This is an optimization exercise on Yosys and OpenROAD, whose aim is small area, a short achievable clock period and few clock cycles per item, not a production implementation. Function was checked by simulation only, so behaviour that the tests miss may differ from the original.

## flow/design.v (module list and top-level ports; edited modules follow where they fit)
// module sstv_tone_alu: 3018 lines
module sstv_tone_alu (
    input  wire        clk,
    input  wire        rst,
    input  wire        in_valid,
    output wire        in_ready,
    input  wire [1:0]  in_op,
    input  wire [31:0] in_a,
    input  wire [37:0] in_b,
    output wire        out_valid,
    input  wire        out_ready,
    output wire [31:0] out_res,
    output wire [37:0] out_n
);
  // ...
==> flow/flow/run.sh <==
#!/bin/bash
# Standard layout, with one netlist clean-up between synthesis and floorplan:
# flow/fapol.py picks the polarity of each full-adder cell so that fewer
# inverters sit between full adders (a full adder is self-dual).  Registers
# and every other cell are left as the standard synthesis made them.
set -euo pipefail
R=orfs/results/${FLOW_PLATFORM}/sstv_tone_alu/base
bash standard.sh synth > synth.log 2>&1
cp "$R/1_2_yosys.v" "$R/1_2_yosys.std.v"
python3 flow/fapol.py "$R/1_2_yosys.std.v" "$R/1_2_yosys.v" > fapol.log 2>&1
rm -f "$R/1_synth.odb" "$R/1_synth.sdc"
bash standard.sh > layout.log 2>&1
==> flow/flow/fapol.py <==
#!/usr/bin/env python3
"""Remove inverters between full adders of a flat sky130hd Yosys netlist.

A full adder is self-dual: FA(~a, ~b, ~c) = (~sum, ~cout).  This script
chooses, for every full-adder cell, whether it computes its signals in true
or complemented form, so that as few inverters as possible are needed, and
rewrites the netlist.  Registers, ports and every other cell are untouched;
the function at every register input and output port is unchanged.

usage: fapol.py IN.v OUT.v
"""
import re
import sys
import collections

src = open(sys.argv[1]).read()

cell_re = re.compile(r'^(\s*)(sky130_fd_sc_hd__\w+)\s+(\S+)\s*\((.*?)\);\n', re.S | re.M)
pin_re = re.compile(r'\.(\w+)\(([^()]*)\)')
OUTP = {'X', 'Y', 'SUM', 'COUT', 'Q', 'Q_N', 'HI', 'LO'}

cells = []
for m in cell_re.finditer(src):
    typ, name, body = m.group(2), m.group(3), m.group(4)
    pins = [(p, n.strip()) for p, n in pin_re.findall(body)]
    cells.append({'type': typ, 'name': name, 'pins': pins, 'span': m.span()})

# module ports
hdr = re.search(r'module\s+\w+\s*\((.*?)\);', src, re.S)
outputs = set()
for m in re.finditer(r'^\s*output\s+(\[\d+:\d+\]\s*)?(\S+)\s*;', src, re.M):
    rng, nm = m.group(1), m.group(2)
    if rng:
        hi, lo = map(int, re.findall(r'\d+', rng))
        for i in range(lo, hi + 1):
            outputs.add(f'{nm}[{i}]')
    else:
        outputs.add(nm)


def esc(n):
    return n + ' ' if n.startswith('\\') else n


def is_inv(c):
    return re.match(r'sky130_fd_sc_hd__(inv|clkinv)_\d+$', c['type']) is not None


def is_fa(c):
    return re.match(r'sky130_fd_sc_hd__fa_\d+$', c['type']) is not None


driver = {}
loads = collections.defaultdict(list)   # net -> [(cell index, pin)]
for ci, c in enumerate(cells):
    for p, n in c['pins']:
        if p in OUTP:
            driver[n] = (ci, p)
        else:
            loads[n].append((ci, p))


def norm(n):
    # "\b_q[23] " style names keep their form; outputs listed as out_res[3]
    return n


# signal classes: follow inverter chains back to a root net
root = {}
par = {}


def find(n):
    if n in root:
        return root[n], par[n]
    d = driver.get(n)
    if d is not None and is_inv(cells[d[0]]):
        a = dict(cells[d[0]]['pins'])['A']
        r, p = find(a)
        root[n], par[n] = r, p ^ 1
    else:
        root[n], par[n] = n, 0
    return root[n], par[n]


allnets = set(driver) | set(loads)
for n in allnets:
    find(n)

# consumers of each class: (kind, cell index or net, pin, required parity w.r.t. root)
cons = collections.defaultdict(list)
for n in allnets:
    r, p = root[n], par[n]
    for ci, pin in loads[n]:
        if is_inv(cells[ci]):
            continue
        cons[r].append((ci, pin, p))
    if n in outputs or ('\\' + n) in outputs or n.replace('\\', '').strip() in outputs:
        cons[r].append((None, n, p))

fa_idx = [ci for ci, c in enumerate(cells) if is_fa(c)]
x = {ci: 0 for ci in fa_idx}
drv_fa = {}
for r in cons:
    d = driver.get(r)
    if d is not None and is_fa(cells[d[0]]):
        drv_fa[r] = d[0]


def need(r):
    f = drv_fa.get(r)
    base = x[f] if f is not None else 0
    for ci, pin, p in cons[r]:
        q = p ^ base ^ (x[ci] if ci is not None and ci in x else 0)
        if q:
            return 1
    return 0


# classes touched by flipping each FA
touch = collections.defaultdict(set)
for r in cons:
    if r in drv_fa:
        touch[drv_fa[r]].add(r)
    for ci, pin, p in cons[r]:
        if ci is not None and ci in x:
            touch[ci].add(r)

before = sum(need(r) for r in cons)
improved = True
rounds = 0
while improved and rounds < 50:
    improved = False
    rounds += 1
    for f in fa_idx:
        cs = touch[f]
        old = sum(need(r) for r in cs)
        x[f] ^= 1
        new = sum(need(r) for r in cs)
        if new < old:
            improved = True
        else:
            x[f] ^= 1
after = sum(need(r) for r in cons)
print(f'inverted classes: {before} -> {after} ({rounds} rounds)', file=sys.stderr)

# ----------------------------------------------------------------------
# rebuild: every class r has a true net (its root name) and, if needed,
# a complement net driven by one inverter.
# ----------------------------------------------------------------------
newcells = []      # (type, name, pins)
compl_name = {}
inv_names = [cells[ci]['name'] for ci, c in enumerate(cells) if is_inv(c)]
inv_types = {}
extra = 0
new_wires = []


def cname(r):
    global extra
    if r not in compl_name:
        extra += 1
        nm = f'_fapol_{extra}_'
        compl_name[r] = nm
        new_wires.append(nm)
    return compl_name[r]


# net that carries (root value ^ q) as seen physically: for a flipped driver
# the driver pin produces root ^ 1
def phys(r, q):
    """name of a net carrying value(root) ^ q"""
    f = drv_fa.get(r)
    flipped = x[f] if f is not None else 0
    # the driver output net carries root ^ flipped.  keep root name on the
    # driver output; if flipped, the name r carries ~value.
    if q == flipped:
        return r
    return cname(r)


pin_map = {}   # (ci, pin) -> new net
for r in cons:
    for ci, pin, p in cons[r]:
        if ci is None:
            continue
        q = p ^ (x[ci] if ci in x else 0)
        pin_map[(ci, pin)] = phys(r, q)

# output ports: they must carry their original value; port net name n
# equals some class member; if the physical net differs, drive the port
# through a buffer-free rename is impossible, so insert an inverter or keep.
port_fix = []
for r in cons:
    for ci, pin, p in cons[r]:
        if ci is None:
            n = pin
            want = phys(r, p)
            if want != n:
                port_fix.append((n, want))

# inverters needed: for each class with a complement net, one inverter
# from the driver net to the complement net
inv_needed = []
for r, nm in compl_name.items():
    inv_needed.append((r, nm))

# now emit: drop all old inverters, re-pin other cells
out = []
last = 0
n_inv = 0
for ci, c in enumerate(cells):
    s, e = c['span']
    out.append(src[last:s])
    last = e
    if is_inv(c):
        continue
    pins = []
    for p, n in c['pins']:
        if p in OUTP:
            pins.append((p, n))
        else:
            pins.append((p, pin_map.get((ci, p), n)))
    ind = re.match(r'\s*', src[s:e]).group(0)
    body = ',\n'.join(f'    .{p}({esc(n)})' for p, n in pins)
    out.append(f'{ind}{c["type"]} {c["name"]} (\n{body}\n  );\n')
tail = src[last:]
# complement nets and their inverters
decl = ''.join(f'  wire {w};\n' for w in new_wires)
invs = ''
k = 0
for r, nm in inv_needed:
    k += 1
    invs += f'  sky130_fd_sc_hd__inv_1 _fapol_inv_{k}_ (\n    .A({esc(r)}),\n    .Y({esc(nm)})\n  );\n'
# ports driven by a complement: the port net name must stay; an output port
# that now would need the other polarity gets an inverter from the class net
for n, want in port_fix:
    raise SystemExit(f'port {n} needs rewiring: not handled')
body = ''.join(out)
m = re.search(r'\n(\s*)wire ', body)
body = body[:m.start() + 1] + decl + body[m.start() + 1:]
body = body + ''
tail = tail.replace('endmodule', invs + 'endmodule', 1)
open(sys.argv[2], 'w').write(body + tail)
print(f'inverters: {len(inv_names)} -> {k}', file=sys.stderr)
==> flow/standard.sh <==
#!/bin/bash
# synth_recipe.tcl (not shown) runs the flow's synth.tcl, then flattens the netlist and writes it again
# the make line also repeats each setting of config.mk as NAME=value (left out here)
make -C /OpenROAD-flow-scripts/flow DESIGN_CONFIG=/design/flow/config.mk WORK_HOME=/design/flow/orfs CLKGATE_MAP_FILE= SYNTH_SCRIPT=/design/flow/synth_recipe.tcl "${@:-finish}"
==> flow/config.mk <==
export PLATFORM = sky130hd
export DESIGN_NAME = sstv_tone_alu
export DESIGN_NICKNAME = sstv_tone_alu
export VERILOG_FILES = /design/flow/design.v
export SDC_FILE = /design/flow/constraint.sdc
export NUM_CORES = 4
export LEC_CHECK = 0
export CAP_MARGIN = 20
export CORE_MARGIN = 2
export CORE_UTILIZATION = 60
export CTS_BUF_LIST = sky130_fd_sc_hd__clkbuf_4 sky130_fd_sc_hd__clkbuf_8
export PLACE_DENSITY = 0.75
export SLEW_MARGIN = 20
==> flow/constraint.sdc <==
create_clock -name core_clock -period 18.0 [get_ports {clk}]
set_input_delay 3.6000 -clock core_clock [delete_from_list [all_inputs] [get_ports {clk}]]
set_output_delay 3.6000 -clock core_clock [all_outputs]
set_load 0.01 [all_outputs]
==> reports/metrics.cfg, run 1 <==
[cells_and_area]
largest_registers = ns1: 40 flops, m2: 39 flops, nc1: 39 flops
largest-register = ns1
n_all_inverters = 309
largest_register_ffs = 40

[grt]
antenna_found_initial = 12
met3_usage_pct = 13.6
grtUsageMet1_pct = 54.0
grt_max_degree = 87

[timing]
max_freq_mhz = 151

[drt]
vias = 31319
detail_route.vias_per_cell = 6.91
first_pass_iters = 8

[placement]
gp_congestion = 1.06
place_inst = 4365

[worst_setup_path]
path_cells = inv_1 > ha_1 > inv_1 > fa_1 > a21o_1 > a21oi_1 > nor2b_1 > o31ai_1 > a21oi_1 > o21ai_2 > buf_4 > mux2_2 > ha_1 > nor2b_1 > o21a_1 > o21a_1 > o211ai_1 > a21oi_1 > o21ai_0 > a31o_2 > o211a_2 > inv_1 > o311ai_0 > o21ai_1
cp_max_fo = 32
reg2reg_depth = 24
cp-end-kind = flip-flop

[status]
status = no timing/DRC/antenna violations

[die]
die_h_um = 264
io-pin-count = 148

[clock_network]
holdBufCountCts = 0
clk_pin_slew_ps = 70

[hold_path]
hold_depth = 0

Testbench counts, summed over its fixed seeds: cycles 5,768, items 4,312.
==> inputs of run 2 (changes only) <==
==> flow/flow/run.sh (replaced) <==
#!/bin/bash
# Standard layout, with two changes:
# - between synthesis and floorplan, flow/fapol.py picks the polarity of each
#   full-adder cell so that fewer inverters sit between full adders (a full
#   adder is self-dual); registers and every other cell are left as the
#   standard synthesis made them;
# - the port buffers are plain buffers (sky130_fd_sc_hd__buf_1) instead of
#   delay buffers.
set -euo pipefail
R=orfs/results/${FLOW_PLATFORM}/sstv_tone_alu/base
bash standard.sh synth > synth.log 2>&1
cp "$R/1_2_yosys.v" "$R/1_2_yosys.std.v"
python3 flow/fapol.py "$R/1_2_yosys.std.v" "$R/1_2_yosys.v" > fapol.log 2>&1
rm -f "$R/1_synth.odb" "$R/1_synth.sdc"
export BUFFER_PORTS_ARGS="-buffer_cell sky130_fd_sc_hd__buf_1"
bash standard.sh > layout.log 2>&1
==> reports/metrics.cfg, run 2 <==
[logic_synthesis]
ys_warn_count = 1  ; unchanged
syn-num-nets = 4282  ; unchanged
netlist_area_um2 = 40600  ; unchanged
synthCells = 3465  ; unchanged
avgSynthCellArea_um2 = 11.7  ; unchanged

[cells_and_area]
final_common_cell = fa_1  ; unchanged
largest_register_ffs = 40  ; unchanged
largest-register = ns1  ; unchanged
layout.cells.most_common_list = fa_1 (502), edfxtp_1 (439), inv_1 (307)  ; was fa_1 (502), edfxtp_1 (439), inv_1 (306)
area_delta_synth_final_pct = 8.73  ; was 10.6%
largest_registers = ns1: 40 flops, m2: 39 flops, nc1: 39 flops  ; unchanged
num-fill-cells = 5036  ; was 4641
drive_gt1_share_pct = 9.26  ; was 9.34%
finalInstanceArea_um2 = 44200  ; was 44900 um2
num-nets-final = 4393  ; was 4400

[grt]
grt_pass1_vias = 30484  ; was 32608
gr-usage-all-layers_pct = 39.9  ; was 44.4%
antenna_found_initial = 5  ; was 12
grt_pass1_wl_um = 201000  ; was 222000 um
grt_max_degree = 146  ; was 87
grt-ovfl-total = 0  ; unchanged

[timing]
finalMaxSlewViolations = 0  ; unchanged
fin_crit_sh_pct = 36.0  ; was 36.8%
setup_violations = 0  ; unchanged
finClkSkew_ps = 69.7  ; was 71.2 ps
maxSlewHeadroom_pct = 14.0  ; was 15.8%
tns_ps = 0  ; unchanged
rsz0062_at_grt = no  ; unchanged
period_minus_slack_ps = 6490  ; was 6620 ps
max_freq_mhz = 154  ; was 151 MHz
final-hold-violation-count = 0  ; unchanged
worst_pin_slew_ps = 1290  ; was 1260 ps
hold_ws_ps = 403  ; was 386 ps

[status]
status = no timing/DRC/antenna violations  ; unchanged

[die]
start_util_pct = 60.5  ; unchanged
rows = 95  ; unchanged
die_h_um = 264  ; unchanged
chipWidth_um = 264  ; unchanged
dieArea_um2 = 69800  ; unchanged
core_area_um2 = 67200  ; unchanged
io-pin-count = 148  ; unchanged

[placement]
dpl.hpwl_um = 105000  ; was 115000 um
postPlaceCellArea_um2 = 42100  ; was 43000 um2
io_buffers = 147  ; unchanged
gp_congestion = 1.05  ; was 1.06

[clock_network]
clkSinkCount = 516  ; unchanged
worst_skew_pair.late_latency_ps = 750  ; was 760 ps
tritoncts = yes  ; unchanged
cts-root-buf = clkbuf_8  ; unchanged
clk_pin_slew_ps = 70  ; about the same
htree_levels = 3  ; unchanged
holdBufCountCts = 0  ; unchanged
cts_resized = 0  ; unchanged
post-cts-setup-buffers = 0  ; unchanged
cts_buffer_depth = 3  ; unchanged
cts_buffers = 87  ; was 86

[drt]
post-route-drc-count = 0  ; unchanged
first_pass_iters = 9  ; was 8
drt_iter0_drc = 4084  ; was 4209
detail_route.vias_per_cell = 6.58  ; was 6.91
detail-route-antenna-nets = 0  ; unchanged
wire_per_inst_um = 30.4  ; was 33.9 um
vias = 29779  ; was 31319
wirelength_um = 138000  ; was 154000 um

[worst_setup_path]
required_ps = 18440  ; about the same
critical_path_class = reg2reg  ; unchanged
startpoint_type = flip-flop  ; unchanged
cp.arrival_ps = 6930  ; was 7050 ps
startpoint = a_q[31]$_DFFE_PP_  ; unchanged
regToRegEndpoint = b_q[25]$_DFFE_PN_  ; unchanged
reg2reg_depth = 24  ; unchanged
crit_path_end = b_q[25]$_DFFE_PN_  ; unchanged
cp_max_fo = 32  ; unchanged
cp-end-kind = flip-flop  ; unchanged
rrSetupSlack_ps = 11510  ; was 11380 ps
rr_startpoint = a_q[31]$_DFFE_PP_  ; unchanged

[flow_run]
drv_cap = 0  ; unchanged

[hold_path]
hp-class = reg2reg  ; unchanged

-- run 2: worst max-delay path: stages (launching register included) --
cell and delay (ps):
edfxtp_1 580, inv_1 120, ha_1 170, inv_1 50, fa_1 400, a21o_1 180
a21oi_1 220, nor2b_1 110, o31ai_1 320, a21oi_1 150, o21ai_2 140, buf_4 310
mux2_2 390, ha_1 310, nor2b_1 160, o21a_1 200, o21a_1 200, o211ai_1 200
a21oi_1 110, o21ai_0 350, a31o_2 210, o211a_2 520, inv_1 270, o311ai_0 420
o21ai_1 90
-- run 2: final cells by class --
cell class | instances | area [um2] | area share [%]
multi-input cells | 2458 | 24100 | 54.6
diodes | 3 | 7.51 | 0.0170
clock buffers | 118 | 1510 | 3.41
clock inverters | 45 | 578 | 1.31
inverters | 309 | 1170 | 2.64
flip-flops and latches | 516 | 14700 | 33.3
repair buffers | 204 | 990 | 2.24
well taps | 873 | 1090 | 2.47
-- run 2: routing by layer --
layer / wire length [um] / vias up / track usage (%)
met5: 38 / - / 0
met4: 9930 / 6 / 22.7
met3: 15200 / 621 / 12.1
met2: 62800 / 1968 / 62.4
met1: 49800 / 14645 / 49.5
li1: - / 12539 / -
-- run 2: worst min path at each step --
stage	start	end	slack [ps]	cells after the start
4_1_cts	m2[7]$_DFFE_PN_	ml3[7]$_DFFE_PN_	400	0
3_5_place_dp	m2[3]$_DFFE_PN_	ml3[3]$_DFFE_PN_	400	0
2_1_floorplan	m2[0]$_SDFFCE_PN0N_	ml3[0]$_DFFE_PN_	400	0
6_report	m2[7]$_DFFE_PN_	ml3[7]$_DFFE_PN_	400	0
3_3_place_gp	m2[7]$_DFFE_PN_	ml3[7]$_DFFE_PN_	400	0
5_1_grt	m2[7]$_DFFE_PN_	ml3[7]$_DFFE_PN_	420	0
-- run 2: metrics by stage --
stage	util (%)	cells	worst slack [ps]
2_1_floorplan	-	3465	7500
3_3_place_gp	62.6	4359	11730
3_5_place_dp	62.6	4359	11590
4_1_cts	65.7	4522	11560
5_1_grt	65.8	4524	11040
6_report	65.8	4526	11510
==> inputs of run 3 (changes only) <==
--- a/flow/flow/run.sh
+++ b/flow/flow/run.sh
@@ -4,6 +4,8 @@
 #   full-adder cell so that fewer inverters sit between full adders (a full
 #   adder is self-dual); registers and every other cell are left as the
 #   standard synthesis made them;
+# - timing repair aims for 11.5 ns of setup slack at the design's 18 ns clock
+#   (the constraints themselves are unchanged);
 # - the port buffers are plain buffers (sky130_fd_sc_hd__buf_1) instead of
 #   delay buffers.
 set -euo pipefail
@@ -12,5 +14,6 @@
 cp "$R/1_2_yosys.v" "$R/1_2_yosys.std.v"
 python3 flow/fapol.py "$R/1_2_yosys.std.v" "$R/1_2_yosys.v" > fapol.log 2>&1
 rm -f "$R/1_synth.odb" "$R/1_synth.sdc"
+export SETUP_SLACK_MARGIN=11.5
 export BUFFER_PORTS_ARGS="-buffer_cell sky130_fd_sc_hd__buf_1"
 bash standard.sh > layout.log 2>&1
==> reports/metrics.cfg, run 3 <==
[drt]
detail-route-antenna-nets = 0  ; unchanged
drt_iter0_drc = 3990  ; was 4084
vias = 29920  ; was 29779
post-route-drc-count = 0  ; unchanged
detail_route.vias_per_cell = 6.59  ; was 6.58
first_pass_iters = 8  ; was 9
wirelength_um = 136000  ; was 138000 um
wire_per_inst_um = 30.0  ; was 30.4 um

[die]
start_util_pct = 60.5  ; unchanged
core_area_um2 = 67200  ; unchanged
rows = 95  ; unchanged
io-pin-count = 148  ; unchanged
die_h_um = 264  ; unchanged
dieArea_um2 = 69800  ; unchanged
chipWidth_um = 264  ; unchanged

[worst_setup_path]
reg2reg_depth = 17  ; was 24
regToRegEndpoint = q3[27]$_DFFE_PN_  ; was b_q[25]$_DFFE_PN_
cp_max_fo = 6  ; was 32
max_stage_delay_ps = 580  ; about the same
rrSetupSlack_ps = 11690  ; was 11510 ps
critical_path_class = reg2reg  ; unchanged
cpMostUsedCell = fa_1
path_cells = inv_1 > fa_1 > fa_1 > fa_1 > fa_1 > fa_1 > ha_1 > a21o_1 > a21oi_2 > a211o_1 > o31a_1 > o31ai_2 > and4_1 > o211a_1 > a31o_1 > or3_1 > and2_1  ; was inv_1 > ha_1 > inv_1 > fa_1 > a21o_1 > a21oi_1 > nor2b_1 > o31ai_1 > a21oi_1 > o21ai_2 > buf_4 > mux2_2 > ha_1 > nor2b_1 > o21a_1 > o21a_1 > o211ai_1 > a21oi_1 > o21ai_0 > a31o_2 > o211a_2 > inv_1 > o311ai_0 > o21ai_1
critPathSlowestCell = fa_1  ; was edfxtp_1
cp.arrival_ps = 6780  ; was 6930 ps
cp-end-kind = flip-flop  ; unchanged
startpoint_type = flip-flop  ; unchanged
rr_startpoint = m2[33]$_DFFE_PN_  ; was a_q[31]$_DFFE_PP_
required_ps = 18470  ; was 18440 ps
cpLargestDelayFamily = adder cells  ; was compound AO/OA/AOI/OAI gates
cp_num_buf_inv = 1  ; was 4

[grt]
gr-usage-all-layers_pct = 39.4  ; was 39.9%
grt_max_degree = 156  ; was 146
antenna_found_initial = 2  ; was 5
grt_pass1_vias = 30334  ; was 30484
grt_pass1_wl_um = 198000  ; was 201000 um
grt-ovfl-total = 0  ; unchanged

[logic_synthesis]
syn-num-nets = 4282  ; unchanged
synthCells = 3465  ; unchanged
netlist_area_um2 = 40600  ; unchanged
avgSynthCellArea_um2 = 11.7  ; unchanged
ys_warn_count = 1  ; unchanged

[cells_and_area]
num-nets-final = 4407  ; was 4393
final_util_pct = 65.7  ; was 65.8%
final-seq-area_um2 = 14700  ; unchanged
final_common_cell = fa_1  ; unchanged
layout.cells.most_common_list = fa_1 (502), edfxtp_1 (439), inv_1 (303)  ; was fa_1 (502), edfxtp_1 (439), inv_1 (307)
largest-register = ns1  ; unchanged
area_delta_synth_final_pct = 8.61  ; was 8.73%
drive_gt1_share_pct = 9.72  ; was 9.26%
largest_register_ffs = 40  ; unchanged
num-fill-cells = 5150  ; was 5036
multi_input_area_um2 = 24100  ; about the same
largest_registers = ns1: 40 flops, m2: 39 flops, nc1: 39 flops  ; unchanged

[placement]
gp_congestion = 1.06  ; was 1.05
place_ws_ps = 11610  ; was 11590 ps
io_buffers = 147  ; unchanged
dpl.hpwl_um = 102000  ; was 105000 um

[timing]
final-hold-violation-count = 0  ; unchanged
max_freq_mhz = 158  ; was 154 MHz
finClkSkew_ps = 62.9  ; was 69.7 ps
finalMaxSlewViolations = 0  ; unchanged
fin_crit_sh_pct = 35.1  ; was 36.0%
worst_pin_slew_ps = 1380  ; was 1290 ps
maxSlewHeadroom_pct = 7.87  ; was 14.0%
period_minus_slack_ps = 6310  ; was 6490 ps
tns_ps = 0  ; unchanged
worst_slack_ps = 11690  ; was 11510 ps
rsz0062_at_grt = no  ; unchanged
setup_violations = 0  ; unchanged

[hold_path]
hold_path_end = ml3[7]$_DFFE_PN_  ; unchanged
hp-class = reg2reg  ; unchanged
hold_depth = 0  ; unchanged
hold_start = m2[7]$_DFFE_PN_  ; unchanged

[clock_network]
cts-root-buf = clkbuf_8  ; unchanged
clkSinkCount = 516  ; unchanged
cts_buffer_depth = 3  ; unchanged
clk_pin_slew_ps = 70  ; about the same
tritoncts = yes  ; unchanged
holdBufCountCts = 0  ; unchanged
cts_buffers = 85  ; was 87
htree_levels = 3  ; unchanged
worst_skew_pair.late_latency_ps = 750  ; about the same

[flow_run]
drv_cap = 0  ; unchanged

[status]
status = no timing/DRC/antenna violations  ; unchanged

-- run 3: changes by cell type in the layout (fill, tap and decap cells not counted), moves of 2 or more --
cell        change
clkbuf_8        -7
inv_1           -4
buf_4          +17
clkinvlp_4      +6
bufinv_16       -5
clkinv_8        -2
a2111oi_0       +2
clkbuf_4        +8
diode_2         -2
-- run 3: worst max-delay path by stage --
stage	from	end	slack, ps	depth (start not counted)
finish	m2[33]$_DFFE_PN_	q3[27]$_DFFE_PN_	11690	17
global route	m2[36]$_DFFE_PN_	q3[27]$_DFFE_PN_	11490	17
CTS	m2[31]$_DFFE_PN_	q3[27]$_DFFE_PN_	11580	17
detailed placement	m2[31]$_DFFE_PN_	q3[27]$_DFFE_PN_	11610	17
global placement	m2[38]$_DFFE_PN_	q3[27]$_DFFE_PN_	11700	17
floorplan	out_ready	n_o[0]$_DFFE_PP_	12210	1
-- run 3: what timing repair did --
action | CTS | global route
endpoints found under the setup margin | 0 | 11
gates resized for setup | 0 | 7
setup buffers | 0 | 14
-- run 3: layer usage --
layer	GRT usage, %	up-vias	wire (um)
li1	-	12559	-
met1	49.8	14644	49200
met2	60.5	2049	60800
met3	10.8	666	15200
met4	24.8	2	11000
met5	0	-	16
-- run 3: final cells by class --
type                    count  share of cell area (%)
inverters                 309                    2.68
multi-input cells        2458                    54.6
flip-flops and latches    516                    33.4
clock inverters            41                   0.964
well taps                 873                    2.48
clock buffers             119                    3.33
repair buffers            220                    2.52
diodes                      1                 0.00567
-- run 3: through the flow --
stage / cells / hold slack, ps / cell area [um2]
3_3_place_gp: 4362 / 401 / 42100
4_1_cts: 4522 / 382 / 44000
3_5_place_dp: 4362 / 405 / 42100
5_1_grt: 4537 / 403 / 44100
6_report: 4537 / 382 / 44100
2_1_floorplan: 3465 / 400 / 40600

separate check: timing with driven ports:
Ports are ideal in the flow. The routed layouts listed here were re-timed in OpenROAD. Step 1 assumes that a clkbuf_16 drives the clock port and a buf_2 every other input. Step 2 adds t to the input delays and takes it off the output delays; t is the mean of the earliest and latest rising clock arrival at the registers after step 1. Input paths then give back, and output paths get back, about the clock's delay inside the block. a / b / c = ideal / step 1 / step 2; a / b = the first two.
run	shift t [ns]	setup slack, ns	hold WS [ns]	worst setup path after step 2	pins driven straight from the clock port
run 1	0.795	11.384 / 11.384 / 11.384	0.386 / 0.386 / 0.386	register to register	1
run 2	0.786	11.513 / 11.513 / 11.513	0.403 / 0.403 / 0.403	register to register	1
run 3	0.781	11.690 / 11.690 / 11.690	0.382 / 0.382 / 0.382	register to register	1
After both steps setup and hold are still met in every run listed.
